From an optimization exercise on the open Yosys and OpenROAD flow, aimed at small area and few clock cycles; shortcuts taken in it are not production practice.
Only simulation tests tie the RTL to the original design; equivalence was not proved.
Power and IR drop assume default switching activity.

### flow/run.sh
#!/bin/bash
# synth_recipe.tcl (not shown) runs the flow's synth.tcl, then flattens the netlist and writes it again
# the make line also repeats each setting of config.mk as NAME=value (left out here)
make -C /OpenROAD-flow-scripts/flow DESIGN_CONFIG=/design/flow/config.mk WORK_HOME=/design/flow/orfs CLKGATE_MAP_FILE= SYNTH_SCRIPT=/design/flow/synth_recipe.tcl finish
### flow/config.mk
export PLATFORM = sky130hd
export DESIGN_NAME = slmp_record
export DESIGN_NICKNAME = slmp_record
export VERILOG_FILES = /design/flow/design.v
export SDC_FILE = /design/flow/constraint.sdc
export NUM_CORES = 4
export LEC_CHECK = 0
export CAP_MARGIN = 20
export CORE_MARGIN = 2
export CORE_UTILIZATION = 55
export CTS_BUF_LIST = sky130_fd_sc_hd__clkbuf_16
export CTS_CLUSTER_DIAMETER = 60
export CTS_CLUSTER_SIZE = 30
export SLEW_MARGIN = 20
### flow/constraint.sdc
create_clock -name core_clock -period 6.0 [get_ports {clk}]
set_input_delay 1.2000 -clock core_clock [delete_from_list [all_inputs] [get_ports {clk}]]
set_output_delay 1.2000 -clock core_clock [all_outputs]
set_load 0.01 [all_outputs]
### flow/design.v
module slmp_record (
    input  wire        clk,
    input  wire        rst,
    input  wire        cmd_valid,
    output wire        cmd_ready,
    input  wire [7:0]  cmd_op,
    input  wire [15:0] cmd_n,
    input  wire        in_valid,
    output wire        in_ready,
    input  wire [23:0] in_data,
    output wire        out_valid,
    input  wire        out_ready,
    output wire [5:0]  out_field,
    output wire [2:0]  out_kind,
    output wire [31:0] out_data,
    output reg         done,
    output reg  [3:0]  st_err,
    output reg  [3:0]  st_sub,
    output reg  [15:0] olen,
    output reg  [15:0] res
);
    localparam [7:0] OP_LAYOUT = 8'h60;
    localparam [7:0] OP_SIZEOF = 8'h61;
    localparam [7:0] OP_DEC    = 8'h62;
    localparam [2:0] C_OK      = 3'd0;
    localparam [2:0] C_UNSUP   = 3'd1;   
    localparam [2:0] C_MISSING = 3'd2;   
    localparam [2:0] C_WCOUNT  = 3'd3;   
    localparam [2:0] C_NOLAY   = 3'd4;   
    localparam [2:0] C_ILLEGAL = 3'd5;   
    localparam [2:0] C_FLIMIT  = 3'd6;   
    localparam [2:0] C_LSIZE   = 3'd7;   
    localparam [1:0] ST_IDLE   = 2'd0;
    localparam [1:0] ST_LAYOUT = 2'd1;
    localparam [1:0] ST_DEC    = 2'd2;
    reg [1:0]  state;
    reg        done_q;
    reg [2:0]  code;
    reg        olen_f;        
    reg [15:0] res_q;
    reg [15:0] ring [0:63];
    reg        sa_v, sb_v;    
    reg [5:0]  sa_i, sb_i;
    reg [1:0]  sa_l, sb_l;
    reg [5:0]  p0;            
    reg [7:0]  np_lo, np_hi;  
    reg        lt_valid;
    reg [5:0]  lt_last;       
    reg [15:0] lt_size;       
    reg [5:0]  fi;            
    reg [15:0] rem;           
    reg        last;          
    reg        h;             
    reg [2:0]  kind;          
    reg        lastf;         
    reg [15:0] bw;            
    reg        bv;            
    reg [7:0]  hb;            
    reg [1:0]  l_err;         
    reg        big;           
    wire in_lay = (state == ST_LAYOUT);
    wire in_dec = (state == ST_DEC);
    wire [15:0] word = in_data[15:0];
    wire k_b   = (kind == 3'd1);
    wire k_i16 = (kind == 3'd2);
    wire k_u16 = (kind == 3'd3);
    wire k_32  = (kind[2:1] == 2'b10);
    wire k_s   = (kind == 3'd6);
    wire [15:0] cw  = bv ? bw : word;
    wire        cwv = bv || in_valid;
    wire        s_hi = k_s && h && !last;    
    reg dv, dr;         
    always @(*) begin
        if (s_hi) begin
            dv = 1'b1;            dr = !bv;
        end else if (k_32) begin
            dv = bv && in_valid;  dr = !bv || out_ready;
        end else begin
            dv = cwv;             dr = !bv || out_ready;
        end
    end
    wire in_move  = in_valid && in_ready;
    wire out_move = out_valid && out_ready;
    wire c_move   = in_dec && out_move;                  
    wire f_end    = in_dec && (k_s ? (last && out_move) : out_move);
    wire d_done   = f_end && lastf;
    wire bypass   = !bv && out_move && !s_hi && !k_32;
    wire wslot0 = np_lo[0] && np_hi[0];
    assign out_valid = in_dec && dv;
    assign in_ready  = in_lay ? (big || wslot0) : (in_dec && dr);
    assign cmd_ready = (state == ST_IDLE) || d_done;
    assign out_field = fi;
    assign out_kind  = kind;
    assign out_data[31:16] = k_32 ? word : (k_i16 ? {16{cw[15]}} : 16'd0);
    assign out_data[15:8]  = (k_32 || k_i16 || k_u16) ? cw[15:8] : 8'd0;
    assign out_data[7:1]   = (k_s && h) ? hb[7:1] : (k_b ? 7'd0 : cw[7:1]);
    assign out_data[0]     = (k_s && h) ? hb[0] : (k_b ? (cw != 16'd0) : cw[0]);
    wire        nx_more = in_dec && !lastf;
    wire [5:0]  nx_f    = nx_more ? fi + 6'd1 : 6'd0;
    reg  [15:0] raw, grp;
    integer g, j;
    always @(*) begin
        raw = 16'd0;
        for (g = 0; g < 8; g = g + 1) begin
            grp = 16'd0;
            for (j = 0; j < 8; j = j + 1)
                grp = grp | (ring[8 * g + j] & {16{np_lo[j]}});
            raw = raw | (grp & {16{np_hi[g]}});
        end
    end
    wire        esc_a   = sa_v && (sa_i == nx_f);
    wire        esc_b   = sb_v && (sb_i == nx_f);
    wire        esc     = esc_a || esc_b;
    wire        r_b     = (raw == 16'd0);
    wire        r_n     = &raw[15:2];
    wire        nx_s    = esc || !(r_b || r_n);
    wire [15:0] nx_clen = esc ? {14'h3fff, esc_a ? sa_l : sb_l} : raw;
    wire [2:0]  nx_kind = nx_s ? 3'd6 : r_b ? 3'd1 : {raw[1], !raw[1], raw[0]};
    always @(*) begin
        done = done_q || d_done;
        olen = {9'd0, (d_done || olen_f) ? ({1'b0, lt_last} + 7'd1) : 7'd0};
        res  = res_q;
        if (d_done) begin
            st_err = 4'd0; st_sub = 4'd0;
        end else begin
            case (code)
                C_UNSUP:   begin st_err = 4'd7;  st_sub = 4'd0; end
                C_MISSING: begin st_err = 4'd8;  st_sub = 4'd0; end
                C_WCOUNT:  begin st_err = 4'd11; st_sub = 4'd3; end
                C_NOLAY:   begin st_err = 4'd11; st_sub = 4'd7; end
                C_ILLEGAL: begin st_err = 4'd12; st_sub = 4'd0; end
                C_FLIMIT:  begin st_err = 4'd13; st_sub = 4'd4; end
                C_LSIZE:   begin st_err = 4'd13; st_sub = 4'd5; end
                default:   begin st_err = 4'd0;  st_sub = 4'd0; end
            endcase
        end
    end
    wire [7:0]  d_kind = in_data[7:0];
    wire [15:0] d_clen = in_data[23:8];
    wire        d_str  = (d_kind == 8'd6);
    wire [15:0] d_add  = d_str ? {1'b0, d_clen[15:1]} :
                         ((d_kind == 8'd4 || d_kind == 8'd5) ? 16'd1 : 16'd0);
    wire [17:0] size_sum  = {1'b0, lt_size, 1'b1} + {1'b0, d_add, 1'b1};
    wire [16:0] size_next = size_sum[17:1];
    wire [1:0]  d_err = (d_kind == 8'd0 || d_kind > 8'd6) ? 2'd1 :
                        (d_str && d_clen == 16'd0) ? 2'd2 :
                        size_next[16] ? 2'd3 : 2'd0;
    wire [1:0]  l_err_next = (l_err != 2'd0) ? l_err : d_err;
    wire ring_wr = in_lay && wslot0;
    integer i;
    always @(posedge clk) begin
        for (i = 0; i < 63; i = i + 1)
            ring[i] <= ring[i + 1];
        ring[63] <= !ring_wr ? ring[0] : d_str ? d_clen :
                    (d_kind[2:0] == 3'd1) ? 16'd0 : {14'h3fff, d_kind[1:0] - 2'd2};
    end
    wire [15:0] rem_dec = rem - 16'd1;
    wire [5:0] p0_r    = p0 - 6'd1;
    wire [7:0] p0_lo_r = 8'd1 << p0_r[2:0];
    wire [7:0] p0_hi_r = 8'd1 << p0_r[5:3];
    wire [7:0] np_lo_r = {np_lo[0], np_lo[7:1]};
    wire [7:0] np_hi_r = np_lo[0] ? {np_hi[0], np_hi[7:1]} : np_hi;
    wire       dec_go  = cmd_valid && cmd_ready && (cmd_op == OP_DEC) &&
                         lt_valid && (cmd_n == lt_size) && (lt_size != 16'd0);
    wire       start   = (f_end && !lastf) || dec_go;
    always @(posedge clk) begin
        p0 <= p0_r;
        if (in_lay && in_move && last) begin
            np_lo <= p0_lo_r;
            np_hi <= p0_hi_r;
        end else if (in_lay && in_move) begin
            np_lo <= np_lo;
            np_hi <= np_hi;
        end else if (start) begin
            np_lo <= (nx_f == lt_last) ? p0_lo_r : np_lo;
            np_hi <= (nx_f == lt_last) ? p0_hi_r : np_hi;
        end else begin
            np_lo <= np_lo_r;
            np_hi <= np_hi_r;
        end
        if (rst) begin
            state    <= ST_IDLE;
            done_q   <= 1'b0;
            code     <= C_OK;
            olen_f   <= 1'b0;
            res_q    <= 16'd0;
            lt_valid <= 1'b0;
        end else begin
            done_q <= 1'b0;
            if (in_lay && in_move) begin
                rem     <= rem_dec;
                last    <= (rem == 16'd2);
                fi      <= fi + 6'd1;
                lt_size <= size_next[15:0];
                l_err   <= l_err_next;
                if (d_str && (&d_clen[15:2])) begin
                    if (!sa_v) begin
                        sa_v <= 1'b1; sa_i <= fi; sa_l <= d_clen[1:0];
                    end else begin
                        sb_v <= 1'b1; sb_i <= fi; sb_l <= d_clen[1:0];
                    end
                end
                if (last) begin
                    lt_last <= fi;
                    state  <= ST_IDLE;
                    done_q <= 1'b1;
                    olen_f <= 1'b0;
                    if (big)
                        code <= C_FLIMIT;
                    else begin
                        case (l_err_next)
                            2'd1: code <= C_UNSUP;
                            2'd2: code <= C_MISSING;
                            2'd3: code <= C_LSIZE;
                            default: code <= C_OK;
                        endcase
                        lt_valid <= (l_err_next == 2'd0);
                    end
                end
            end
            if (in_dec) begin
                if (k_32 && bv) begin
                    if (out_move)
                        bv <= 1'b0;
                end else if (in_move && !bypass) begin
                    bw <= word;
                    bv <= 1'b1;
                end else if (bv && out_move && !s_hi)
                    bv <= 1'b0;
                if (k_s && c_move) begin
                    if (!h)
                        hb <= cw[15:8];
                    h    <= !h;
                    rem  <= rem_dec;
                    last <= (rem == 16'd2);
                end
                if (d_done) begin
                    state  <= ST_IDLE;
                    code   <= C_OK;
                    olen_f <= 1'b1;
                end
            end
            if (start) begin
                fi    <= nx_f;
                kind  <= nx_kind;
                rem   <= nx_clen;
                last  <= (nx_clen == 16'd1);
                lastf <= (nx_f == lt_last);
                h     <= 1'b0;
            end
            if (cmd_valid && cmd_ready) begin
                case (cmd_op)
                    OP_LAYOUT: begin
                        lt_valid <= 1'b0;
                        lt_size  <= 16'd0;
                        big      <= (cmd_n > 16'd64);
                        rem      <= cmd_n;
                        last     <= (cmd_n == 16'd1);
                        fi       <= 6'd0;
                        p0       <= 6'd0;
                        np_lo    <= 8'd1;
                        np_hi    <= 8'd1;
                        l_err    <= 2'd0;
                        sa_v     <= 1'b0;
                        sb_v     <= 1'b0;
                        if (cmd_n == 16'd0) begin
                            state    <= ST_IDLE;
                            done_q   <= 1'b1;
                            code     <= C_OK;
                            olen_f   <= 1'b0;
                            lt_valid <= 1'b1;
                        end else
                            state <= ST_LAYOUT;
                    end
                    OP_SIZEOF: begin
                        state  <= ST_IDLE;
                        done_q <= 1'b1;
                        olen_f <= 1'b0;
                        if (lt_valid) begin
                            code  <= C_OK;
                            res_q <= lt_size;
                        end else
                            code <= C_NOLAY;
                    end
                    OP_DEC: begin
                        if (!dec_go) begin
                            state  <= ST_IDLE;
                            done_q <= 1'b1;
                            olen_f <= 1'b0;
                            code   <= !lt_valid ? C_NOLAY :
                                      (cmd_n != lt_size) ? C_WCOUNT : C_OK;
                        end else
                            state <= ST_DEC;
                        bv <= 1'b0;
                    end
                    default: begin
                        state  <= ST_IDLE;
                        done_q <= 1'b1;
                        olen_f <= 1'b0;
                        code   <= C_ILLEGAL;
                    end
                endcase
            end
        end
    end
endmodule
==> results.json, run 1 <==
{
  "dieArea_um2": 66600,
  "ys_seq_area_share_pct": 68.5,
  "slew_violations": 0,
  "cts_resized": 0,
  "seqCellArea_um2": 24300,
  "multi_input_area_um2": 10300,
  "peakVddDrop_v": 0.000304,
  "endpoint_kind": "primary output",
  "timing.final.crit_share_pct": 81.0,
  "tightestPinTransition_ns": 1.09,
  "n_antenna_cell": 0,
  "fin_area_um2": 39500,
  "synth-main-ff-cell": "dfxtp_1",
  "cts.sinks": 1166,
  "cts_setup_buffers": 0,
  "critPathKind": "primary input to primary output",
  "crit_required_ns": 4.80,
  "grt_max_degree": 135,
  "start_kind": "primary input",
  "drt_iter0_markers": 2108,
  "syn_area_per_cell_um2": 12.2,
  "rr_startpoint": "np_lo[1]",
  "area_growth_syn_to_layout_pct": 11.2,
  "drc": 0,
  "std_cell_rows": 93,
  "via_per_inst": 6.12,
  "maxSlewHeadroom_pct": 26.9,
  "hp-class": "register to register",
  "wl_met3_um": 4600,
  "drive_gt1_share_pct": 5.80,
  "synthXorXnorAreaFrac_pct": 1.73,
  "synth_async_sr_flop_share_pct": 0,
  "dp_slack_ns": 0.672,
  "synth-simple-area-share_pct": 8.35,
  "synth-compound-area-share_pct": 16.8,
  "synth_area_leaders": "dfxtp_1 (60%), a22oi_1 (12%), edfxtp_1 (8.1%), nand4_1 (2.6%), clkbuf_1 (1.5%)",
  "endpoint": "out_data[0]",
  "dr.max_layer_used": "met5",
  "track_usage_pct": 26.9,
  "setup_ws_ns": 1.14,
  "fmax_mhz": 206,
  "synth.most_common_cell": "dfxtp_1",
  "finalClockSkew_ns": 0.0560,
  "antenna_found_initial": 4,
  "drt_wl_total_um": 91100,
  "fill_cells": 5128,
  "powerDensity_nw_per_um2": 336,
  "grt_pass1_wl_um": 141000,
  "coreArea_um2": 64100,
  "rsz0062_at_grt": "false",
  "period_needed_ns": 4.86,
  "cp-startpoint": "in_data[5]",
  "synth_common_cells": "dfxtp_1 (1070), a22oi_1 (583), nand4_1 (148)",
  "ant_nets": 0,
  "worst-r2r-setup-slack_ns": 2.30,
  "syn_inst": 2900,
  "leakagePower_nw": 14.3,
  "die_w_um": 258,
  "yosysUniqueCellTypes": 83,
  "ctsHoldBuffers": 0,
  "synth-seq-cells": 1166,
  "total_power_mw": 13.3,
  "fin_setup_tns_ns": 0,
  "initial_utilization_pct": 55.4,
  "cts_made_buffers": 58,
  "synth_enable_flop_cells": 96,
  "ff2ff_path_depth": 9,
  "muxShareOfSynthArea_pct": 1.10,
  "synth_top_area_cell": "dfxtp_1",
  "crit_fanout": 4,
  "wl_per_cell_um": 23.8,
  "h-tree-depth": 2,
  "port_buffers": 127,
  "wl_met1_um": 41900,
  "arrival_ns": 3.66,
  "first_global_vias": 23927,
  "synth_top_area_share_pct": 60.4,
  "cts.clk_slew.worst_paths_ns": 0.10,
  "clock_path_buffers": 3,
  "syn-cell-area_um2": 35500,
  "nNetsFinal": 3022,
  "setup-violations-final": 0,
  "vias": 23466,
  "wl_met2_um": 42200,
  "worstSkewPairLatency_ns": 0.66,
  "status": "complete, no violations",
  "cts_root_buffer": "clkbuf_16",
  "die_y_um": 258,
  "hold_viol": 0,
  "synth_top_family_by_area": "compound AO/OA/AOI/OAI gates",
  "hpwl_um": 54200,
  "synth_warnings": 2,
  "synthAdderAreaFrac_pct": 0.962,
  "gr-total-overflow": 0,
  "first_pass_iters": 5,
  "cts_tree": "yes",
  "num_io_pins": 138,
  "place_area_um2": 37500,
  "reg2reg_to": "kind[2]",
  "gp_congestion": 0.910,
  "cap_violations": 0
}
==> critical path: stages <==
cell and delay [ns]:
clkdlybuf4s50_1 0.48, nor3_1 0.45, a22oi_1 0.17, nor4_1 0.33
nand2_1 0.11, a221oi_1 0.29, o21ai_0 0.12, clkdlybuf4s50_1 0.52
==> power breakdown <==
group	internal (mW)	switching [mW]	leakage, nW	total [mW]
Sequential	7.89	0.236	9.55	8.13
Clock	2.08	2.61	0.971	4.68
Combinational	0.178	0.265	3.79	0.443
==> sequential cells by signal, summed over array words and instances (netlist names), 2 cells and up <==
| register | cells |
|---|---|
| bw | 16 |
| code | 3 |
| fi | 6 |
| hb | 8 |
| kind | 3 |
| l_err | 2 |
| lt_last | 6 |
| lt_size | 16 |
| np_hi | 8 |
| np_lo | 8 |
| p0 | 6 |
| rem | 16 |
| res_q | 16 |
| ring | 1024 |
| sa_i | 6 |
| sa_l | 2 |
| sb_i | 6 |
| sb_l | 2 |
| state | 2 |
==> kinds of logic (layout without fill, tap and decap cells) <==
family	count (synthesis)	in the layout
xor+xnor	70	70
other cells	1	10
simple gates	550	550
buf+inv	225	298
mux	38	38
compound gates	823	823
flops	1166	1166
fa+ha+maj	27	27
==> final cells by class <==
class | instances | area share [%]
Tap cell | 855 | 2.71
Multi-Input combinational cell | 1518 | 26.2
Sequential cell | 1166 | 61.7
Timing Repair Buffer | 157 | 3.98
Inverter | 43 | 0.409
Clock buffer | 59 | 3.74
Clock inverter | 39 | 1.27
==> worst min path at each step <==
| stage | depth (start not counted) | endpoint | start | slack, ns |
|---|---|---|---|---|
| floorplan | 0 | ring[0][14] | ring[1][14] | 0.33 |
| global placement | 0 | ring[59][9] | ring[60][9] | 0.33 |
| detailed placement | 0 | ring[0][5] | ring[1][5] | 0.34 |
| CTS | 0 | ring[56][7] | ring[57][7] | 0.32 |
| global route | 0 | ring[56][7] | ring[57][7] | 0.33 |
| finish | 0 | ring[56][7] | ring[57][7] | 0.33 |
==> cell usage in the layout (no fill, tap or decap), drive strengths merged, types with 25 or more instances in the layout <==
| master | Yosys | routed |
|---|---|---|
| dfxtp | 1070 | 1070 |
| a22oi | 583 | 583 |
| nand4 | 148 | 148 |
| nor2 | 131 | 131 |
| clkdlybuf4s50 | 0 | 127 |
| nand2 | 96 | 96 |
| edfxtp | 96 | 96 |
| a21oi | 81 | 81 |
| inv | 43 | 64 |
| clkbuf | 145 | 59 |
| xnor2 | 49 | 49 |
| o21ai | 36 | 36 |
| nor3 | 35 | 35 |
| mux2i | 34 | 34 |
| buf | 37 | 30 |
| nand3 | 26 | 26 |
| nor4 | 25 | 25 |
==> metrics by stage <==
step	instances	hold WS (ns)	util (%)
6_report	3837	0.327	61.5
5_1_grt	3837	0.328	61.5
4_1_cts	3837	0.322	61.5
3_5_place_dp	3739	0.336	58.5
3_3_place_gp	3739	0.332	58.5
2_1_floorplan	2909	0.331	-
==> metal layers <==
layer | global-route usage (%) | up-vias
met3 | 3.35 | 144
met1 | 37.9 | 11797
met5 | 0 | -
li1 | - | 10870
met4 | 7.92 | 2
met2 | 43.9 | 653
Testbench counts, summed over its fixed seeds: cycles 21,097.
==> inputs of run 2 (changes only) <==
--- a/flow/config.mk
+++ b/flow/config.mk
@@ -8,5 +8,5 @@
 export CAP_MARGIN = 20
 export CORE_MARGIN = 2
-export CORE_UTILIZATION = 55
+export CORE_UTILIZATION = 65
 export CTS_BUF_LIST = sky130_fd_sc_hd__clkbuf_16
 export CTS_CLUSTER_DIAMETER = 60
==> run 2 against run 1 <==
Compared with the run above:
- still clean
- worst setup slack got worse by 0.061 ns
- critical path depth unchanged
- via count grew 1.5%
- die area shrank 15%
- critical path type unchanged
==> results.json, run 2 <==
{
  "start_kind": "primary input",
  "syn_area_per_cell_um2": 12.2,
  "worst-r2r-setup-slack_ns": 2.32,
  "cap_violations": 0,
  "period_needed_ns": 4.92,
  "cp_top_family": "buffers and inverters",
  "synth_top_area_cell": "dfxtp_1",
  "critPathKind": "primary input to primary output",
  "h-tree-depth": 2,
  "fin_setup_tns_ns": 0,
  "first_pass_iters": 8,
  "cts_made_buffers": 52,
  "synth_async_sr_flop_share_pct": 0,
  "hold_start": "ring[5][11]",
  "crit_fanout": 4,
  "drt_wl_total_um": 87800,
  "layout_commonest_cell": "dfxtp_1",
  "gr-total-overflow": 0,
  "num_io_pins": 138,
  "crit_required_ns": 4.80,
  "via_per_inst": 6.50,
  "layout_common_cells": "dfxtp_1 (1055), a22oi_1 (583), nand4_1 (148), nor2_1 (129), clkdlybuf4s50_1 (127)",
  "drt_iter0_markers": 2286,
  "tightestPinTransition_ns": 1.13,
  "finalClockSkew_ns": 0.0376,
  "slowest_delay_ns": 0.52,
  "std_cell_rows": 85,
  "synth_common_cells": "dfxtp_1 (1070), a22oi_1 (583), nand4_1 (148)",
  "syn-cell-area_um2": 35500,
  "cts_setup_buffers": 0,
  "maxSlewHeadroom_pct": 24.6,
  "cts_tree": "yes",
  "slew_violations": 0,
  "arrival_ns": 3.72,
  "die_w_um": 238,
  "synth_enable_flop_cells": 96,
  "hold_viol": 0,
  "whs_endpoint": "ring[4][11]",
  "peakVddDrop_v": 0.000307,
  "wl_per_cell_um": 24.0,
  "status": "complete, no violations",
  "nNetsFinal": 3016,
  "ys_seq_area_share_pct": 68.5,
  "powerDensity_nw_per_um2": 328,
  "cp-startpoint": "in_data[5]",
  "yosysUniqueCellTypes": 83,
  "cp_common_cell": "clkdlybuf4s50_1",
  "cts.clk_slew.worst_paths_ns": 0.11,
  "cts_resized": 0,
  "crit_chain": "clkdlybuf4s50_1 -> nor3_1 -> a22oi_1 -> nor4_1 -> nand2_1 -> a221oi_1 -> o21ai_0 -> clkdlybuf4s50_1",
  "drive_gt1_share_pct": 5.16,
  "rr_startpoint": "np_lo[0]",
  "vias": 23828,
  "track_usage_pct": 30.8,
  "crit_buf_inv": 2,
  "antenna_found_initial": 1,
  "largest_reg_flops": 1024,
  "hpwl_um": 52800,
  "first_global_vias": 23893,
  "reg2reg_to": "kind[1]",
  "endpoint_kind": "primary output",
  "leakagePower_nw": 14.1,
  "final_cells": 3664,
  "syn_inst": 2900,
  "place_area_um2": 37200,
  "hold_path_depth": 0,
  "timing.final.crit_share_pct": 82.0,
  "port_buffers": 127,
  "setup-violations-final": 0,
  "ant_nets": 0,
  "grt_max_degree": 115,
  "critPathSlowestCell": "clkdlybuf4s50_1",
  "synth.most_common_cell": "dfxtp_1",
  "dieArea_um2": 56500,
  "largest-register": "ring",
  "synth-main-ff-cell": "dfxtp_1",
  "drc": 0,
  "whs_ns": 0.318,
  "worstSkewPairLatency_ns": 0.66,
  "ff2ff_path_depth": 9,
  "dp.cells": 3580,
  "gp_congestion": 0.935,
  "area_growth_syn_to_layout_pct": 9.59,
  "synth-seq-cells": 1166,
  "fmax_mhz": 203,
  "synth_top_area_share_pct": 60.4,
  "clock_path_buffers": 3,
  "fin_area_um2": 38900,
  "die_y_um": 238,
  "synth_warnings": 2,
  "initial_utilization_pct": 65.8,
  "coreArea_um2": 53900,
  "synth_area_leaders": "dfxtp_1 (60%), a22oi_1 (12%), edfxtp_1 (8.1%), nand4_1 (2.6%), clkbuf_1 (1.5%)",
  "rsz0062_at_grt": "false",
  "cts_root_buffer": "clkbuf_16",
  "hp-class": "register to register",
  "cts.sinks": 1166,
  "grt_pass1_wl_um": 137000,
  "ctsHoldBuffers": 0
}
-- run 2: cell counts after synthesis --
No cell type changed its count.
-- run 2: routing by layer --
metal / wire length, µm / vias up / track usage (%)
met5: 0 / - / 0
met4: 2250 / 0 / 8.98
met3: 5900 / 134 / 5.23
met2: 40400 / 869 / 48.9
met1: 39200 / 11977 / 43.7
li1: - / 10848 / -
-- run 2: per-stage QoR --
step	setup WS [ns]	power [mW]	util, %
floorplan	1.65	8.45	-
global placement	0.954	8.71	69.1
detailed placement	0.813	8.73	69.1
CTS	1.18	12.8	72.1
global route	0.981	13.1	72.1
finish	1.08	12.8	72.1
-- run 2: cell families after synthesis --
family,share of synthesized area [%]
simple gates,8.35
mux,1.10
xor+xnor,1.73
other cells,0.0106
fa+ha+maj,0.962
compound gates,16.8
flops,68.5
buf+inv,2.59
-- run 2: worst max path at each step --
stage,end,slack (ns),cells after the start
after floorplan,lt_size[13],1.65,15
after global placement,code[1],0.95,16
after detailed placement,code[1],0.81,16
after CTS,out_data[0],1.18,8
after global routing,code[1],0.98,16
final,out_data[0],1.08,8
-- run 2: cell type report --
type / instances / area (µm²)
Antenna cell: 2 / 5.00
Clock buffer: 53 / 1330
Clock inverter: 29 / 312
Fill cell: 3772 / 15000
Inverter: 43 / 161
Multi-Input combinational cell: 1518 / 10300
Sequential cell: 1166 / 24300
Tap cell: 696 / 871
Timing Repair Buffer: 157 / 1530
-- run 2: report_power, final --
group	switching [mW]	total [mW]	internal (mW)
Sequential	0.227	8.12	7.89
Clock	2.40	4.19	1.79
Combinational	0.277	0.454	0.177
==> inputs of run 3 (changes only) <==
--- a/flow/config.mk
+++ b/flow/config.mk
@@ -8,7 +8,7 @@
 export CAP_MARGIN = 20
 export CORE_MARGIN = 2
-export CORE_UTILIZATION = 65
+export CORE_UTILIZATION = 55
 export CTS_BUF_LIST = sky130_fd_sc_hd__clkbuf_16
-export CTS_CLUSTER_DIAMETER = 60
+export CTS_CLUSTER_DIAMETER = 90
 export CTS_CLUSTER_SIZE = 30
 export SLEW_MARGIN = 20
==> run 3 against run 2 <==
Compared with the run above:
- clock power fell by 9.1%
- synthesized area did not move
- register-to-register slack improved by 0.02 ns
- global-route usage fell by 3.9 points
- worst setup slack improved by 0.085 ns
- count of clock-buffer cells in the layout fell by 5
- core utilization fell by 12 points
- critical path depth did not move
- die area rose by 18%
- maximum frequency rose by 1.8%
==> results.json, run 3 <==
{
  "rr_startpoint": "np_lo[6]",
  "status": "complete, no violations",
  "ff2ff_path_depth": 9,
  "largest-register": "ring",
  "gr-total-overflow": 0,
  "syn-cell-area_um2": 35500,
  "power_frac_seq_pct": 65.7,
  "critPathKind": "primary input to primary output",
  "place_area_um2": 37500,
  "setup_ws_ns": 1.16,
  "cts.clk_slew.worst_paths_ns": 0.10,
  "synth_top_area_share_pct": 60.4,
  "slowest_delay_ns": 0.52,
  "grt_pass1_wl_um": 141000,
  "tightestPinTransition_ns": 1.08,
  "die_w_um": 258,
  "slew_violations": 0,
  "crit_buf_inv": 2,
  "synth-main-ff-cell": "dfxtp_1",
  "crit_required_ns": 4.80,
  "ctsHoldBuffers": 0,
  "synth_async_sr_flop_share_pct": 0,
  "dieArea_um2": 66600,
  "wl_per_cell_um": 24.0,
  "fin_util_pct": 60.5,
  "clock_path_buffers": 3,
  "cp_common_cell": "clkdlybuf4s50_1",
  "ys_seq_area_share_pct": 68.5,
  "num_io_pins": 138,
  "initial_utilization_pct": 55.4,
  "peakVddDrop_v": 0.000314,
  "fill_cells": 5188,
  "std_cell_rows": 93,
  "n_antenna_cell": 0,
  "setup-violations-final": 0,
  "hpwl_um": 54200,
  "period_needed_ns": 4.84,
  "timing.final.crit_share_pct": 80.6,
  "grt_max_degree": 135,
  "gp_congestion": 0.910,
  "arrival_ns": 3.64,
  "crit_fanout": 4,
  "antenna_found_initial": 5,
  "maxSlewHeadroom_pct": 27.8,
  "cap_violations": 0,
  "final_cells": 3800,
  "finalClockSkew_ns": 0.0288,
  "cts_setup_buffers": 0,
  "crit_chain": "clkdlybuf4s50_1 -> nor3_1 -> a22oi_1 -> nor4_1 -> nand2_1 -> a221oi_1 -> o21ai_0 -> clkdlybuf4s50_1",
  "multi_input_area_um2": 10300,
  "syn_area_per_cell_um2": 12.2,
  "synth-seq-cells": 1166,
  "die_y_um": 258,
  "fmax_mhz": 207,
  "vias": 23329,
  "hold_viol": 0,
  "whs_ns": 0.344,
  "port_buffers": 127,
  "seqCellArea_um2": 24300,
  "dp.cells": 3739,
  "endpoint_kind": "primary output",
  "cts.sinks": 1166,
  "ant_nets": 0,
  "hp-class": "register to register",
  "fin_area_um2": 38800,
  "reg2reg_to": "kind[1]",
  "dp_slack_ns": 0.672,
  "first_global_vias": 23713,
  "pwr-share-comb_pct": 3.6,
  "p_switching_mw": 2.83,
  "fin_setup_tns_ns": 0,
  "cp.depth": 8,
  "cp-startpoint": "in_data[6]",
  "pwr-share-clk_pct": 30.8,
  "rsz0062_at_grt": "false",
  "cts_made_buffers": 46,
  "drc": 0,
  "worst-r2r-setup-slack_ns": 2.34,
  "total_power_mw": 12.4,
  "layout_commonest_cell": "dfxtp_1",
  "drive_gt1_share_pct": 4.65,
  "nNetsFinal": 3010,
  "switching_share_pct": 22.8,
  "synth_area_leaders": "dfxtp_1 (60%), a22oi_1 (12%), edfxtp_1 (8.1%), nand4_1 (2.6%), clkbuf_1 (1.5%)",
  "critPathSlowestCell": "clkdlybuf4s50_1",
  "worstSkewPairLatency_ns": 0.65,
  "via_per_inst": 6.14,
  "endpoint": "out_data[0]",
  "yosysUniqueCellTypes": 83,
  "largest_reg_flops": 1024,
  "syn_inst": 2900,
  "drt_iter0_markers": 2025,
  "track_usage_pct": 26.9,
  "synth_warnings": 2,
  "area_growth_syn_to_layout_pct": 9.35,
  "synth_enable_flop_cells": 96,
  "h-tree-depth": 2,
  "first_pass_iters": 5,
  "hold_path_depth": 0,
  "cts_tree": "yes",
  "drt_wl_total_um": 91100,
  "intPower_mw": 9.56,
  "start_kind": "primary input",
  "cts_resized": 0,
  "synth_common_cells": "dfxtp_1 (1070), a22oi_1 (583), nand4_1 (148)",
  "synth.most_common_cell": "dfxtp_1",
  "coreArea_um2": 64100,
  "powerDensity_nw_per_um2": 319,
  "synth_top_area_cell": "dfxtp_1",
  "leakagePower_nw": 14.0,
  "cp_top_family": "buffers and inverters",
  "cts_root_buffer": "clkbuf_16",
  "layout_common_cells": "dfxtp_1 (1054), a22oi_1 (583), nand4_1 (148), nor2_1 (129), clkdlybuf4s50_1 (127)"
}
run 3: changes by cell type in the layout (fill, tap and decap cells not counted), moves of 2 or more:
cell / previous run / this run
inv_6: 6 / 3
inv_8: 2 / 0
bufinv_16: 3 / 0
buf_12: 3 / 6
diode_2: 2 / 0
clkbuf_16: 53 / 48
clkinv_1: 6 / 1
buf_4: 27 / 24
run 3: worst min path at each step:
stage | to | slack [ns] | start
final | ring[46][5] | 0.34 | ring[47][5]
after global routing | ring[39][5] | 0.35 | ring[40][5]
after CTS | ring[39][5] | 0.34 | ring[40][5]
after detailed placement | ring[0][5] | 0.34 | ring[1][5]
after global placement | ring[59][9] | 0.33 | ring[60][9]
after floorplan | ring[0][14] | 0.33 | ring[1][14]
run 3: area by class of cell:
cell class	instances	area share [%]
clock buffer	48	3.09
tap	855	2.76
timing repair buffer	157	4.05
multi-input combinational	1518	26.6
sequential	1166	62.7
clock inverter	13	0.322
inverter	43	0.416
run 3: cell families after synthesis:
group / after synthesis / synth area share (%)
DFF: 1166 / 68.5
AOI/OAI and AO/OA: 823 / 16.8
and+or+nand+nor: 550 / 8.35
buffers and inverters: 225 / 2.59
xor gates and xnor gates: 70 / 1.73
muxes: 38 / 1.10
adders and majority gates: 27 / 0.962
other: 1 / 0.0106
run 3: layer usage:
layer  global-route usage (%)  routed length [µm]  up-vias
li1                         -                   -    10816
met1                     37.8               41800    11690
met2                     42.7               41200      670
met3                     3.89                4970      149
met4                     9.60                3110        4
met5                        0                  14        -
run 3: power groups by stage:
| stage | Combinational (mW) | Clock [mW] | Sequential (mW) |
|---|---|---|---|
| after floorplan | 0.345 | 0 | 8.11 |
| after global placement | 0.430 | 0 | 8.30 |
| after detailed placement | 0.435 | 0 | 8.30 |
| after CTS | 0.439 | 3.89 | 8.13 |
| after global routing | 0.484 | 4.16 | 8.14 |
| final | 0.441 | 3.81 | 8.13 |
==> inputs of run 4 (changes only) <==
--- a/flow/config.mk
+++ b/flow/config.mk
@@ -8,5 +8,5 @@
 export CAP_MARGIN = 20
 export CORE_MARGIN = 2
-export CORE_UTILIZATION = 55
+export CORE_UTILIZATION = 65
 export CTS_BUF_LIST = sky130_fd_sc_hd__clkbuf_16
 export CTS_CLUSTER_DIAMETER = 90
==> run 4 against run 3 <==
Compared with the run above:
- cell area is 0.52% lower
- worst setup slack worse by 0.024 ns
- total power hardly changed
- register-to-register slack hardly changed
- sequential power is essentially flat
- synthesized cell count unchanged
- largest cell class unchanged
- critical path type unchanged
==> results.json, run 4 <==
{
  "switching_share_pct": 22.6,
  "synth_common_cells": "dfxtp_1 (1070), a22oi_1 (583), nand4_1 (148)",
  "port_buffers": 127,
  "cts.clk_slew.worst_paths_ns": 0.11,
  "synth.most_common_cell": "dfxtp_1",
  "crit_fanout": 4,
  "hold_viol": 0,
  "synth_enable_flop_cells": 96,
  "initial_utilization_pct": 65.8,
  "largest_reg_flops": 1024,
  "drc": 0,
  "grt_pass1_wl_um": 137000,
  "ant_nets": 0,
  "synth_warnings": 2,
  "ys_seq_area_share_pct": 68.5,
  "critPathKind": "primary input to primary output",
  "grt_max_degree": 115,
  "synth_top_area_share_pct": 60.4,
  "synth-main-ff-cell": "dfxtp_1",
  "track_usage_pct": 30.7,
  "cts_made_buffers": 46,
  "synth_area_leaders": "dfxtp_1 (60%), a22oi_1 (12%), edfxtp_1 (8.1%), nand4_1 (2.6%), clkbuf_1 (1.5%)",
  "cts_setup_buffers": 0,
  "wl_per_cell_um": 24.1,
  "dieArea_um2": 56500,
  "total_power_mw": 12.4,
  "synth_async_sr_flop_share_pct": 0,
  "worstSkewPairLatency_ns": 0.63,
  "rsz0062_at_grt": "false",
  "first_pass_iters": 8,
  "h-tree-depth": 2,
  "via_per_inst": 6.54,
  "cts.sinks": 1166,
  "layout_common_cells": "dfxtp_1 (1055), a22oi_1 (583), nand4_1 (148), nor2_1 (129), clkdlybuf4s50_1 (127)",
  "yosysUniqueCellTypes": 83,
  "drt_iter0_markers": 2388,
  "die_w_um": 238,
  "cts_root_buffer": "clkbuf_16",
  "area_growth_syn_to_layout_pct": 8.78,
  "pwr-share-clk_pct": 30.8,
  "syn_inst": 2900,
  "fin_setup_tns_ns": 0,
  "powerDensity_nw_per_um2": 321,
  "first_global_vias": 23827,
  "slew_violations": 0,
  "syn-cell-area_um2": 35500,
  "n_antenna_cell": 0,
  "finalClockSkew_ns": 0.0241,
  "start_kind": "primary input",
  "crit_required_ns": 4.80,
  "cp_common_cell": "clkdlybuf4s50_1",
  "leakagePower_nw": 14.0,
  "pwr-share-comb_pct": 3.7,
  "fin_util_pct": 71.6,
  "die_y_um": 238,
  "ctsHoldBuffers": 0,
  "power_frac_seq_pct": 65.6,
  "drive_gt1_share_pct": 4.62,
  "gp_congestion": 0.935,
  "fill_cells": 3801,
  "synth_top_area_cell": "dfxtp_1",
  "p_switching_mw": 2.80,
  "fmax_mhz": 206,
  "hpwl_um": 52800,
  "setup-violations-final": 0,
  "period_needed_ns": 4.86,
  "synth-seq-cells": 1166,
  "std_cell_rows": 85,
  "critPathSlowestCell": "clkdlybuf4s50_1",
  "endpoint_kind": "primary output",
  "drt_wl_total_um": 87800,
  "maxSlewHeadroom_pct": 28.4,
  "timing.final.crit_share_pct": 81.0,
  "layout_commonest_cell": "dfxtp_1",
  "arrival_ns": 3.66,
  "vias": 23798,
  "tightestPinTransition_ns": 1.07,
  "syn_area_per_cell_um2": 12.2,
  "hp-class": "register to register",
  "crit_chain": "clkdlybuf4s50_1 -> nor3_1 -> a22oi_1 -> nor4_1 -> nand2_1 -> a221oi_1 -> o21ai_0 -> clkdlybuf4s50_1",
  "clock_path_buffers": 3,
  "intPower_mw": 9.59,
  "cts_resized": 0,
  "largest-register": "ring",
  "slowest_delay_ns": 0.52,
  "gr-total-overflow": 0,
  "status": "complete, no violations",
  "num_io_pins": 138,
  "coreArea_um2": 53900,
  "antenna_found_initial": 0,
  "cap_violations": 0,
  "nNetsFinal": 3010,
  "cts_tree": "yes",
  "peakVddDrop_v": 0.000271
}
==> run 4: through the flow <==
step	setup slack (ns)	hold slack (ns)	area (µm²)	cells
after floorplan	1.65	0.331	35500	2909
after global placement	0.954	0.332	37200	3580
after detailed placement	0.813	0.336	37200	3580
after CTS	1.18	0.340	38600	3641
after global routing	0.987	0.347	38600	3641
final	1.14	0.344	38600	3641
==> run 4: path summary, 6_finish.rpt <==
| path | from | to | slack (ns) | cells past startpoint |
|---|---|---|---|---|
| worst max register to register | np_lo[0] | kind[1] | 2.34 | 9 |
| worst min-delay path | ring[1][3] | ring[0][3] | 0.34 | 0 |
| worst min register to register | ring[1][3] | ring[0][3] | 0.34 | 0 |
| worst max-delay path | in_data[5] | out_data[0] | 1.14 | 8 |
==> run 4: metal layers <==
layer  share of wire, %  wire, µm  vias to the layer above  track usage, %
li1                   -         -                    10810               -
met1                 44     38900                    11930            43.7
met2                 46     40600                      902            49.0
met3                6.8      5990                      156            4.60
met4                2.7      2360                        0            8.75
met5                  0         0                        -               0
==> run 4: cell families after synthesis <==
kind of cell,Yosys count,synth area share (%)
adder cells (fa/ha/maj),27,0.962
AND/OR/NAND/NOR,550,8.35
other,1,0.0106
XOR/XNOR,70,1.73
flip-flops,1166,68.5
AO/OA/AOI/OAI,823,16.8
multiplexers,38,1.10
buffers and inverters,225,2.59
==> run 4: layout make-up <==
class	instances	area, µm²	area share [%]
clock inverters	12	131	0.340
well taps	696	871	2.26
inverters	43	161	0.418
multi-input cells	1518	10300	26.8
flip-flops and latches	1166	24300	63.0
repair buffers	157	1530	3.97
clock buffers	49	1230	3.18
==> run 4: worst max-delay path, delay by kind of cell <==
| kind | cells | cell delay (ns) |
|---|---|---|
| compound gates | 3 | 0.55 |
| buf+inv | 2 | 1.01 |
| simple gates | 3 | 0.90 |
==> run 4: power by group through the flow <==
stage	Combinational, mW	Sequential [mW]	Clock [mW]
4_1_cts	0.448	8.11	3.86
3_3_place_gp	0.431	8.28	0
6_report	0.454	8.12	3.81
2_1_floorplan	0.345	8.11	0
5_1_grt	0.495	8.12	4.14
3_5_place_dp	0.444	8.28	0
==> inputs of run 5 (changes only) <==
--- a/flow/config.mk
+++ b/flow/config.mk
@@ -6,5 +6,5 @@
 export NUM_CORES = 4
 export LEC_CHECK = 0
-export CAP_MARGIN = 20
+export CAP_MARGIN = 0
 export CORE_MARGIN = 2
 export CORE_UTILIZATION = 65
@@ -12,3 +12,3 @@
 export CTS_CLUSTER_DIAMETER = 90
 export CTS_CLUSTER_SIZE = 30
-export SLEW_MARGIN = 20
+export SLEW_MARGIN = 0
==> run 5 against run 4 <==
Compared with the run above:
- still clean
- cell count about the same
- critical path depth unchanged
- sequential share of layout area increased by 0.21 points
- clock skew is 0.0047 ns higher
- worst setup slack improved by 0.029 ns
- core utilization fell by 0.24 points
- cell area shrank 0.34%
- combinational power barely moved
- global-route usage decreased by 0.18 points
- first-iteration DRC count down 11%
- die area is the same
- largest power group unchanged
==> results.json, run 5 <==
{
  "fmax_mhz": 207,
  "drive_gt1_share_pct": 4.45,
  "vias": 23604,
  "fin_setup_tns_ns": 0,
  "die_w_um": 238,
  "hp-class": "register to register",
  "arrival_ns": 3.63,
  "setup-violations-final": 0,
  "grt_pass1_wl_um": 136000,
  "fin_util_pct": 71.4,
  "std_cell_rows": 85,
  "peakVddDrop_v": 0.000286,
  "layout_common_cells": "dfxtp_1 (1055), a22oi_1 (583), nand4_1 (148), nor2_1 (129), clkdlybuf4s50_1 (127)",
  "dieArea_um2": 56500,
  "cts_root_buffer": "clkbuf_16",
  "start_kind": "primary input",
  "synth-seq-cells": 1166,
  "antenna_found_initial": 1,
  "nNetsFinal": 3009,
  "ant_nets": 0,
  "port_buffers": 127,
  "leakagePower_nw": 14.0,
  "first_global_vias": 23679,
  "gr-total-overflow": 0,
  "cts_resized": 0,
  "critPathSlowestCell": "clkdlybuf4s50_1",
  "cp_top_family": "buffers and inverters",
  "cts_made_buffers": 45,
  "critPathKind": "primary input to primary output",
  "yosysUniqueCellTypes": 83,
  "syn_inst": 2900,
  "slew_violations": 0,
  "worstSkewPairLatency_ns": 0.63,
  "endpoint_kind": "primary output",
  "synth_async_sr_flop_share_pct": 0,
  "slowest_delay_ns": 0.58,
  "syn_area_per_cell_um2": 12.2,
  "hpwl_um": 52900,
  "largest-register": "ring",
  "rsz0062_at_grt": "false",
  "wl_per_cell_um": 24.0,
  "finalClockSkew_ns": 0.0288,
  "synth_warnings": 2,
  "via_per_inst": 6.49,
  "drt_iter0_markers": 2119,
  "cap_violations": 0,
  "cts.clk_slew.worst_paths_ns": 0.11,
  "synth_area_leaders": "dfxtp_1 (60%), a22oi_1 (12%), edfxtp_1 (8.1%), nand4_1 (2.6%), clkbuf_1 (1.5%)",
  "n_antenna_cell": 0,
  "synth_top_area_share_pct": 60.4,
  "track_usage_pct": 30.5,
  "cts_setup_buffers": 0,
  "tightestPinTransition_ns": 1.30,
  "powerDensity_nw_per_um2": 318,
  "crit_required_ns": 4.80,
  "place_area_um2": 37200,
  "fin_area_um2": 38500,
  "coreArea_um2": 53900,
  "period_needed_ns": 4.83,
  "cts_tree": "yes",
  "initial_utilization_pct": 65.8,
  "ctsHoldBuffers": 0,
  "maxSlewHeadroom_pct": 12.7,
  "timing.final.crit_share_pct": 80.5,
  "synth_common_cells": "dfxtp_1 (1070), a22oi_1 (583), nand4_1 (148)",
  "gp_congestion": 0.935,
  "total_power_mw": 12.2,
  "fill_cells": 3834,
  "layout_commonest_cell": "dfxtp_1",
  "clock_path_buffers": 3,
  "drc": 0,
  "synth-main-ff-cell": "dfxtp_1",
  "die_y_um": 238,
  "largest_reg_flops": 1024,
  "cts.sinks": 1166,
  "synth_top_area_cell": "dfxtp_1",
  "status": "complete, no violations",
  "hold_viol": 0,
  "first_pass_iters": 6,
  "synth_enable_flop_cells": 96,
  "cp_common_cell": "clkdlybuf4s50_1",
  "num_io_pins": 138,
  "crit_chain": "clkdlybuf4s50_1 -> inv_1 -> maj3_2 -> nor3_4 -> buf_4 -> nor2_1 -> nor3_1 -> clkdlybuf4s50_1",
  "drt_wl_total_um": 87500,
  "area_growth_syn_to_layout_pct": 8.42,
  "syn-cell-area_um2": 35500,
  "crit_buf_inv": 4,
  "grt_max_degree": 115,
  "h-tree-depth": 2,
  "ys_seq_area_share_pct": 68.5,
  "synth.most_common_cell": "dfxtp_1",
  "crit_fanout": 14
}
==> run 5: cell counts after synthesis <==
Identical to the previous run, type by type.
==> run 5: through the flow <==
step | instances | hold slack [ns] | setup slack, ns
final | 3638 | 0.348 | 1.17
after global routing | 3638 | 0.355 | 1.01
after CTS | 3638 | 0.348 | 1.16
after detailed placement | 3580 | 0.336 | 0.843
after global placement | 3580 | 0.332 | 0.954
after floorplan | 2909 | 0.331 | 1.65
==> run 5: area by class of cell <==
type	count	area (µm²)	area share, %
multi-input combinational	1518	10300	26.9
inverter	43	161	0.419
sequential	1166	24300	63.3
clock buffer	46	1150	2.99
tap	696	871	2.26
timing repair buffer	157	1530	3.99
clock inverter	12	86.3	0.224
==> run 5: cells by family after synthesis <==
| logic type | synth area share (%) |
|---|---|
| buffers and inverters | 2.59 |
| muxes | 1.10 |
| other | 0.0106 |
| AOI/OAI and AO/OA | 16.8 |
| and+or+nand+nor | 8.35 |
| DFF | 68.5 |
| adders and majority gates | 0.962 |
| xor gates and xnor gates | 1.73 |
==> run 5: report_power, final <==
group	leakage, nW	switching (mW)	internal (mW)
sequential	9.55	0.224	7.89
combinational	3.78	0.276	0.177
clock	0.629	2.24	1.41
total	14.0	2.74	9.48
==> run 5: worst register-to-register path, stage by stage (launching register included) <==
cell	delay [ns]
dfxtp_4	0.91
buf_4	0.71
a22oi_1	0.27
nand4_1	0.18
a22oi_1	0.10
and4_1	0.39
nor4_1	0.31
nand4_1	0.23
nor2_1	0.13
o21ai_0	0.12
==> run 5: layer usage <==
| metal | routed length [µm] | up-vias | global-route usage, % |
|---|---|---|---|
| met3 | 6170 | 129 | 4.96 |
| li1 | - | 10790 | - |
| met1 | 38800 | 11764 | 43.2 |
| met4 | 2050 | 0 | 8.50 |
| met2 | 40500 | 921 | 48.8 |
| met5 | 0 | - | 0 |
==> run 5: worst paths after layout <==
path / cells after the start / end / slack (ns) / start
min reg2reg: 0 / ring[37][7] / 0.35 / ring[38][7]
max reg2reg: 9 / kind[1] / 2.39 / np_lo[0]
max: 8 / olen[6] / 1.17 / in_valid
min: 0 / ring[37][7] / 0.35 / ring[38][7]
==> inputs of run 6 (changes only) <==
--- a/flow/config.mk
+++ b/flow/config.mk
@@ -8,5 +8,5 @@
 export CAP_MARGIN = 0
 export CORE_MARGIN = 2
-export CORE_UTILIZATION = 65
+export CORE_UTILIZATION = 70
 export CTS_BUF_LIST = sky130_fd_sc_hd__clkbuf_16
 export CTS_CLUSTER_DIAMETER = 90
==> run 6 against run 5 <==
Compared with the run above:
- synthesized cell count unchanged
- maximum frequency down 7.1%
- core utilization increased by 5.5 points
- cell area hardly changed
- first-iteration DRC count is 9.2% higher
- non-clock buffer count increased by 2
- via count rose by 0.42%
- routed wire length decreased by 0.22%
- clock power increased by 1%
- count of clock-buffer cells in the layout rose by 1
- critical endpoint unchanged
- highest routed layer unchanged
==> results.json, run 6 <==
{
  "synth_top_area_cell": "dfxtp_1",
  "synth_area_leaders": "dfxtp_1 (60%), a22oi_1 (12%), edfxtp_1 (8.1%), nand4_1 (2.6%), clkbuf_1 (1.5%)",
  "setup_ws_ns": 0.801,
  "nNetsFinal": 3011,
  "fin_setup_tns_ns": 0,
  "ys_seq_area_share_pct": 68.5,
  "hpwl_um": 53000,
  "powerDensity_nw_per_um2": 319,
  "total_power_mw": 12.3,
  "setup-violations-final": 0,
  "drive_gt1_share_pct": 4.34,
  "synth_top_area_share_pct": 60.4,
  "track_usage_pct": 32.8,
  "peakVddDrop_v": 0.000361,
  "ant_nets": 0,
  "syn-cell-area_um2": 35500,
  "slew_violations": 0,
  "die_w_um": 229,
  "drc": 0,
  "dp_slack_ns": 0.738,
  "cts_root_buffer": "clkbuf_16",
  "critPathSlowestCell": "edfxtp_1",
  "hold_viol": 0,
  "cts_resized": 0,
  "critPathKind": "register to primary output",
  "die_y_um": 229,
  "largest_reg_flops": 1024,
  "hp-class": "register to register",
  "syn_inst": 2900,
  "port_buffers": 127,
  "crit_required_ns": 4.80,
  "synth-main-ff-cell": "dfxtp_1",
  "cap_violations": 0,
  "grt_pass1_wl_um": 137000,
  "synth_warnings": 2,
  "ctsHoldBuffers": 0,
  "cts.sinks": 1166,
  "drt_iter0_markers": 2315,
  "grt_max_degree": 122,
  "first_global_vias": 23863,
  "yosysUniqueCellTypes": 83,
  "endpoint_kind": "primary output",
  "arrival_ns": 4.00,
  "fmax_mhz": 192,
  "crit_chain": "inv_1 -> maj3_2 -> nor3_4 -> nor2_1 -> nor3_1 -> clkdlybuf4s50_1",
  "timing.final.crit_share_pct": 86.7,
  "synth_common_cells": "dfxtp_1 (1070), a22oi_1 (583), nand4_1 (148)",
  "clock_path_buffers": 3,
  "layout_common_cells": "dfxtp_1 (1057), a22oi_1 (583), nand4_1 (148), nor2_1 (130), clkdlybuf4s50_1 (127)",
  "std_cell_rows": 82,
  "h-tree-depth": 2,
  "first_pass_iters": 7,
  "finalClockSkew_ns": 0.0544,
  "status": "complete, no violations",
  "syn_area_per_cell_um2": 12.2,
  "synth_async_sr_flop_share_pct": 0,
  "maxSlewHeadroom_pct": 24.6,
  "worstSkewPairLatency_ns": 0.65,
  "synth.most_common_cell": "dfxtp_1",
  "coreArea_um2": 50100,
  "slowest_delay_ns": 1.09,
  "period_needed_ns": 5.20,
  "gp_congestion": 0.935,
  "cts_setup_buffers": 0,
  "drt_wl_total_um": 87300,
  "initial_utilization_pct": 70.9,
  "layout_commonest_cell": "dfxtp_1",
  "rsz0062_at_grt": "false",
  "cts_tree": "yes",
  "start_kind": "register",
  "wl_per_cell_um": 24.1,
  "synth-seq-cells": 1166,
  "synth_enable_flop_cells": 96,
  "vias": 23703,
  "largest-register": "ring",
  "antenna_found_initial": 4,
  "cts_made_buffers": 45,
  "leakagePower_nw": 14.0,
  "area_growth_syn_to_layout_pct": 8.47,
  "cts.clk_slew.worst_paths_ns": 0.12,
  "via_per_inst": 6.55,
  "gr-total-overflow": 0,
  "crit_fanout": 24,
  "tightestPinTransition_ns": 1.12,
  "dieArea_um2": 52500,
  "num_io_pins": 138
}
## run 6: changes by cell type in the layout (fill, tap and decap cells not counted), sizes merged
cell | before | now
inv | 49 | 51
diode | 0 | 1
clkbuf | 46 | 47
clkinv | 6 | 5
buf | 30 | 32
## run 6: worst max-delay path, delay by kind of cell, from the launching register on
kind,cells,cell delay [ns]
adder cells (fa/ha/maj),1,0.46
AND/OR/NAND/NOR,3,0.95
buffers and inverters,2,0.88
flip-flops,1,1.09
## run 6: through the flow
step | hold WS (ns) | utilization (%) | cell area (µm²) | std cells
after floorplan | 0.331 | - | 35500 | 2909
after global placement | 0.332 | 74.3 | 37200 | 3558
after detailed placement | 0.336 | 74.3 | 37200 | 3558
after CTS | 0.329 | 76.9 | 38500 | 3618
after global routing | 0.335 | 76.9 | 38500 | 3618
final | 0.326 | 76.9 | 38500 | 3619
## run 6: report_power, final
| group | total [mW] | internal [mW] | switching [mW] |
|---|---|---|---|
| Combinational | 0.497 | 0.182 | 0.316 |
| Sequential | 8.07 | 7.89 | 0.175 |
| Clock | 3.70 | 1.44 | 2.26 |
| Total | 12.3 | 9.52 | 2.75 |
## run 6: cells by family after synthesis
kind of cell	synth area share, %
buffers and inverters	2.59
adder cells (fa/ha/maj)	0.962
AND/OR/NAND/NOR	8.35
AO/OA/AOI/OAI	16.8
flip-flops	68.5
multiplexers	1.10
other	0.0106
XOR/XNOR	1.73
## run 6: worst paths after layout
| kind | start | to | slack, ns | depth (start not counted) |
|---|---|---|---|---|
| max reg2reg | bv | rem[5] | 1.66 | 9 |
| max | bv | olen[6] | 0.80 | 6 |
| min reg2reg | ring[14][0] | ring[13][0] | 0.33 | 0 |
| min | ring[14][0] | ring[13][0] | 0.33 | 0 |
## run 6: layout make-up
class,instances,area (µm²)
diodes,1,2.50
clock buffers,47,1180
clock inverters,13,105
fillers,3295,11600
inverters,43,161
multi-input cells,1518,10300
flip-flops and latches,1166,24300
well taps,672,841
repair buffers,159,1550
## run 6: routing by layer
layer | track usage [%] | part of all wire (%) | wire, µm | vias up
met5 | 0 | 0 | 0 | -
met3 | 4.86 | 7.2 | 6270 | 183
met4 | 13.3 | 3.8 | 3330 | 0
met1 | 45.7 | 43 | 37700 | 11693
li1 | - | - | - | 10800
met2 | 52.0 | 46 | 40000 | 1027
==> inputs of run 7 (changes only) <==
--- a/flow/config.mk
+++ b/flow/config.mk
@@ -7,6 +7,8 @@
 export LEC_CHECK = 0
 export CAP_MARGIN = 0
+export CELL_PAD_IN_SITES_DETAIL_PLACEMENT = 0
+export CELL_PAD_IN_SITES_GLOBAL_PLACEMENT = 0
 export CORE_MARGIN = 2
-export CORE_UTILIZATION = 70
+export CORE_UTILIZATION = 65
 export CTS_BUF_LIST = sky130_fd_sc_hd__clkbuf_16
 export CTS_CLUSTER_DIAMETER = 90
==> run 7 against run 6 <==
Compared with the run above:
- critical path depth up 2
- register-to-register slack improved by 0.73 ns
- total power fell by 0.34%
- synthesized area stayed put
- worst setup slack better by 0.37 ns
- first-iteration DRC count is 8.5% lower
- sequential share of layout area about the same
- worst hold slack improved by 0.022 ns
- global-route usage is 2.3 points lower
- clock skew shrank 0.026 ns
==> results.json, run 7 <==
{
  "ctsHoldBuffers": 0,
  "crit_required_ns": 4.80,
  "cts.sinks": 1166,
  "largest_reg_flops": 1024,
  "drt_wl_total_um": 87500,
  "status": "complete, no violations",
  "h-tree-depth": 2,
  "ff2ff_path_depth": 9,
  "nNetsFinal": 3009,
  "tightestPinTransition_ns": 1.30,
  "finalClockSkew_ns": 0.0288,
  "first_pass_iters": 6,
  "fin_util_pct": 71.4,
  "synth_top_area_share_pct": 60.4,
  "worst-r2r-setup-slack_ns": 2.39,
  "synth-seq-cells": 1166,
  "clock_path_buffers": 3,
  "synth_warnings": 2,
  "ys_seq_area_share_pct": 68.5,
  "fill_cells": 3834,
  "endpoint_kind": "primary output",
  "critPathKind": "primary input to primary output",
  "arrival_ns": 3.63,
  "fin_area_um2": 38500,
  "cap_violations": 0,
  "initial_utilization_pct": 65.8,
  "wl_met1_um": 38800,
  "synth-main-ff-cell": "dfxtp_1",
  "leakagePower_nw": 14.0,
  "hp-class": "register to register",
  "gp_congestion": 0.935,
  "n_antenna_cell": 0,
  "area_growth_syn_to_layout_pct": 8.42,
  "start_kind": "primary input",
  "worstSkewPairLatency_ns": 0.63,
  "rsz0062_at_grt": "false",
  "cts_made_buffers": 45,
  "grt_max_degree": 115,
  "fmax_mhz": 207,
  "syn-cell-area_um2": 35500,
  "antenna_found_initial": 1,
  "synth_async_sr_flop_share_pct": 0,
  "drc": 0,
  "reg2reg_to": "kind[1]",
  "ant_nets": 0,
  "hold_viol": 0,
  "endpoint": "olen[6]",
  "first_global_vias": 23679,
  "fin_setup_tns_ns": 0,
  "vias": 23604,
  "largest-register": "ring",
  "maxSlewHeadroom_pct": 12.7,
  "setup_ws_ns": 1.17,
  "synth.most_common_cell": "dfxtp_1",
  "std_cell_rows": 85,
  "dp_slack_ns": 0.843,
  "place_area_um2": 37200,
  "synth_top_area_cell": "dfxtp_1",
  "cts.clk_slew.worst_paths_ns": 0.11,
  "slew_violations": 0,
  "grt_pass1_wl_um": 136000,
  "num_io_pins": 138,
  "track_usage_pct": 30.5,
  "cts_tree": "yes",
  "timing.final.crit_share_pct": 80.5,
  "wl_met3_um": 6170,
  "yosysUniqueCellTypes": 83,
  "syn_inst": 2900,
  "syn_area_per_cell_um2": 12.2,
  "dr.max_layer_used": "met4",
  "layout_commonest_cell": "dfxtp_1",
  "hpwl_um": 52900,
  "coreArea_um2": 53900,
  "cts_setup_buffers": 0,
  "cp-startpoint": "in_valid",
  "die_w_um": 238,
  "layout_common_cells": "dfxtp_1 (1055), a22oi_1 (583), nand4_1 (148), nor2_1 (129), clkdlybuf4s50_1 (127)",
  "synth_area_leaders": "dfxtp_1 (60%), a22oi_1 (12%), edfxtp_1 (8.1%), nand4_1 (2.6%), clkbuf_1 (1.5%)",
  "rr_startpoint": "np_lo[0]",
  "powerDensity_nw_per_um2": 318,
  "gr-total-overflow": 0,
  "wl_met2_um": 40500,
  "drt_iter0_markers": 2119,
  "synth_enable_flop_cells": 96,
  "peakVddDrop_v": 0.000286,
  "period_needed_ns": 4.83,
  "port_buffers": 127,
  "cts_root_buffer": "clkbuf_16",
  "crit_fanout": 14,
  "wl_per_cell_um": 24.0,
  "drive_gt1_share_pct": 4.45,
  "via_per_inst": 6.49,
  "setup-violations-final": 0,
  "dieArea_um2": 56500,
  "die_y_um": 238,
  "cts_resized": 0,
  "synth_common_cells": "dfxtp_1 (1070), a22oi_1 (583), nand4_1 (148)"
}
==> run 7: worst min-delay path by stage <==
stage	startpoint	end	slack (ns)	depth (start not counted)
2_1_floorplan	ring[1][14]	ring[0][14]	0.33	0
3_3_place_gp	ring[57][13]	ring[56][13]	0.33	0
3_5_place_dp	ring[20][7]	ring[19][7]	0.34	0
4_1_cts	ring[6][2]	ring[5][2]	0.35	0
5_1_grt	ring[3][7]	ring[2][7]	0.36	0
6_report	ring[38][7]	ring[37][7]	0.35	0
==> run 7: power by group <==
group,internal (mW),switching (mW),leakage [nW]
logic,0.177,0.276,3.78
registers,7.89,0.224,9.55
clock network,1.41,2.24,0.629
total,9.48,2.74,14.0
==> run 7: area by class of cell <==
type                            instances  area [µm²]  share of cell area [%]
Tap cell                              696         871                    2.26
Clock buffer                           46        1150                    2.99
Inverter                               43         161                   0.419
Multi-Input combinational cell       1518       10300                    26.9
Timing Repair Buffer                  157        1530                    3.99
Clock inverter                         12        86.3                   0.224
Sequential cell                      1166       24300                    63.3
==> run 7: metrics by stage <==
step                      power, mW  std cells  hold slack [ns]
final                          12.2       3638            0.348
after global routing           12.6       3638            0.355
after global placement         8.71       3580            0.332
after detailed placement       8.73       3580            0.336
after CTS                      12.2       3638            0.348
after floorplan                8.45       2909            0.331
==> run 7: metal layers <==
| layer | vias up | track usage, % |
|---|---|---|
| met5 | - | 0 |
| met4 | 0 | 8.50 |
| met3 | 129 | 4.96 |
| met2 | 921 | 48.8 |
| met1 | 11764 | 43.2 |
| li1 | 10790 | - |
==> run 7: worst max-delay path: stages <==
cell             delay, ns
clkdlybuf4s50_1       0.56
inv_1                 0.15
maj3_2                0.37
nor3_4                0.16
buf_4                 0.22
nor2_1                0.15
nor3_1                0.22
clkdlybuf4s50_1       0.58
==> run 7: logic make-up after synthesis <==
| kind of cell | synth area share [%] |
|---|---|
| and+or+nand+nor | 8.35 |
| adders and majority gates | 0.962 |
| muxes | 1.10 |
| DFF | 68.5 |
| AOI/OAI and AO/OA | 16.8 |
| buffers and inverters | 2.59 |
| other | 0.0106 |
| xor gates and xnor gates | 1.73 |
==> inputs of run 8 (changes only) <==
==> flow/flow/run.sh (new file) <==
#!/bin/bash
# The standard layout, except that synthesis maps the logic with ABC's area
# mapper (flow/area.abc) instead of ORFS's delay-oriented ABC script.
# Everything else in synthesis (synth_recipe.tcl, ORFS synth.tcl) is unchanged,
# so the registers are the standard synthesis's.
set -euo pipefail
here=$(pwd)
{
  cat <<TCL
proc abc {args} {
  set i [lsearch -exact \$args -script]
  if { \$i >= 0 } { set args [lreplace \$args \$i [expr {\$i + 1}]] }
  set i [lsearch -exact \$args -D]
  if { \$i >= 0 } { set args [lreplace \$args \$i [expr {\$i + 1}]] }
  yosys abc -script $here/flow/area.abc {*}\$args
}
TCL
  cat synth_recipe.tcl
} > area_synth.tcl
sed "s#SYNTH_SCRIPT=[^ ]*#SYNTH_SCRIPT=$here/area_synth.tcl#" standard.sh > area_standard.sh
grep -q "SYNTH_SCRIPT=$here/area_synth.tcl" area_standard.sh
bash area_standard.sh > flow_make.log 2>&1
==> flow/flow/area.abc (new file) <==
strash
dc2
dch -f
amap
topo
==> flow/standard.sh (new file) <==
#!/bin/bash
# synth_recipe.tcl (not shown) runs the flow's synth.tcl, then flattens the netlist and writes it again
# the make line also repeats each setting of config.mk as NAME=value (left out here)
make -C /OpenROAD-flow-scripts/flow DESIGN_CONFIG=/design/flow/config.mk WORK_HOME=/design/flow/orfs CLKGATE_MAP_FILE= SYNTH_SCRIPT=/design/flow/synth_recipe.tcl "${@:-finish}"
==> flow/config.mk (replaced) <==
export PLATFORM = sky130hd
export DESIGN_NAME = slmp_record
export DESIGN_NICKNAME = slmp_record
export VERILOG_FILES = /design/flow/design.v
export SDC_FILE = /design/flow/constraint.sdc
export NUM_CORES = 4
export LEC_CHECK = 0
export CAP_MARGIN = 20
export CORE_MARGIN = 2
export CORE_UTILIZATION = 55
export CTS_BUF_LIST = sky130_fd_sc_hd__clkbuf_16
export CTS_CLUSTER_DIAMETER = 90
export CTS_CLUSTER_SIZE = 30
export SLEW_MARGIN = 20
removed: flow/run.sh
==> run 8 against run 7 <==
Compared with the run above:
- still clean on timing, DRC and antenna
- cell count up 5.4%
- total power rose by 3.9%
- critical path depth is 30 higher
- worst hold slack got worse by 0.0032 ns
- global-route usage decreased by 1.4 points
- critical path type is now primary input to register
- critical endpoint is now code[0]
==> results.json, run 8 <==
{
  "pwr-share-clk_pct": 29.5,
  "rsz0062_at_grt": "false",
  "status": "complete, no violations",
  "first_global_vias": 23943,
  "die_w_um": 253,
  "wl_per_cell_um": 24.6,
  "synthAdderAreaFrac_pct": 0.936,
  "synth_async_sr_flop_share_pct": 0,
  "cts_tree": "yes",
  "h-tree-depth": 2,
  "crit_buf_inv": 6,
  "synth_warnings": 2,
  "initial_utilization_pct": 55.6,
  "arrival_ns": 6.13,
  "setup-violations-final": 0,
  "pwr-share-comb_pct": 7.0,
  "hp-class": "register to register",
  "coreArea_um2": 61600,
  "drc": 0,
  "clock_path_buffers": 3,
  "synth_area_leaders": "dfxtp_1 (63%), edfxtp_1 (8.4%), a222oi_1 (5.6%), a22oi_1 (2.0%), nor2_1 (2.0%)",
  "layout_commonest_cell": "dfxtp_1",
  "final_cells": 3836,
  "synth_top_family_by_area": "compound AO/OA/AOI/OAI gates",
  "layout_common_cells": "dfxtp_1 (1062), a222oi_1 (191), nor2_1 (171), nand2_1 (150), clkinv_1 (135)",
  "n_antenna_cell": 0,
  "period_needed_ns": 5.62,
  "p_switching_mw": 3.08,
  "syn_area_per_cell_um2": 12.7,
  "crit_fanout": 2,
  "peakVddDrop_v": 0.000300,
  "drive_gt1_share_pct": 6.84,
  "synth_enable_flop_cells": 96,
  "yosysUniqueCellTypes": 52,
  "cts.sinks": 1166,
  "dp.cells": 3774,
  "antenna_found_initial": 1,
  "hpwl_um": 60500,
  "synth_top_area_cell": "dfxtp_1",
  "fill_cells": 4835,
  "syn_inst": 2699,
  "timing.final.crit_share_pct": 93.6,
  "ys_seq_area_share_pct": 71.0,
  "synth-main-ff-cell": "dfxtp_1",
  "grt_pass1_wl_um": 145000,
  "start_kind": "primary input",
  "synth-seq-cells": 1166,
  "synth.most_common_cell": "dfxtp_1",
  "synth_top_area_share_pct": 62.6
}
run 8: layer usage:
layer	GRT usage (%)	routed length, µm
met3	3.84	6450
met5	0	13
met4	8.35	2260
met2	47.0	43500
met1	41.0	42400
run 8: cells by family (layout without fill, tap and decap cells):
kind of cell	count (synthesis)	count (layout)
AO/OA/AOI/OAI	809	809
flip-flops	1166	1166
AND/OR/NAND/NOR	546	546
adder cells (fa/ha/maj)	25	25
buffers and inverters	150	441
XOR/XNOR	2	2
other	1	10
run 8: power groups by stage:
stage	sequential, mW	combinational [mW]	clock [mW]
after floorplan	8.22	0.364	0
after global placement	8.23	0.866	0
after detailed placement	8.23	0.873	0
after CTS	8.06	0.877	3.83
after global routing	8.07	0.947	4.08
final	8.06	0.889	3.75
run 8: layout make-up:
| class | instances | share of cell area (%) |
|---|---|---|
| clock inverter | 10 | 0.293 |
| multi-input combinational | 1392 | 24.3 |
| clock buffer | 47 | 3.03 |
| sequential | 1166 | 62.6 |
| timing repair buffer | 244 | 5.67 |
| tap | 837 | 2.70 |
| inverter | 140 | 1.36 |
run 8: worst paths after layout:
kind / from / endpoint / slack, ns
worst max-delay path: in_data[0] / code[0] / 0.38
worst min-delay path: ring[30][2] / ring[29][2] / 0.34
worst max register to register: np_lo[0] / code[0] / 0.39
worst min register to register: ring[30][2] / ring[29][2] / 0.34
run 8: per-stage QoR:
| stage | TNS (ns) | utilization (%) | area (µm²) | total power, mW | worst slack [ns] |
|---|---|---|---|---|---|
| after floorplan | 0 | - | 34300 | 8.58 | 0.0881 |
| after global placement | -2.60 | 60.8 | 37400 | 9.10 | -0.654 |
| after detailed placement | -3.09 | 60.8 | 37400 | 9.11 | -0.791 |
| after CTS | 0 | 62.9 | 38700 | 12.8 | 0.00309 |
| after global routing | 0 | 63.1 | 38900 | 13.1 | 0.0363 |
| final | 0 | 63.1 | 38900 | 12.7 | 0.383 |
run 8: worst reg2reg max path, cell delays in order, from the launching register on:
cell,delay (ns)
dfxtp_4,0.79
buf_12,0.33
nand2_1,0.14
nor2_1,0.15
clkinv_1,0.69
nand3_1,0.42
nand2_1,0.13
nor2_2,0.42
clkinv_1,0.21
nor2_1,0.14
buf_4,0.26
clkinv_1,0.70
nor2_1,0.36
a22oi_1,0.13
or2_1,0.27
nor2_1,0.14
a2111oi_2,0.05
a211oi_1,0.21
run 8: what timing repair did:
item,4_1_cts,5_1_grt
pin swaps,1,10
setup endpoints to repair,1,7
hold buffers,0,0
gates resized for setup,4,28
setup buffers,0,5

Setup slack of run 8, layout unchanged: 0.383 ns with ideal ports, 0.389 ns with driving cells assumed (clock clkbuf_16, inputs buf_2), -0.279 ns with port delays also shifted by the 0.692 ns mid clock arrival.
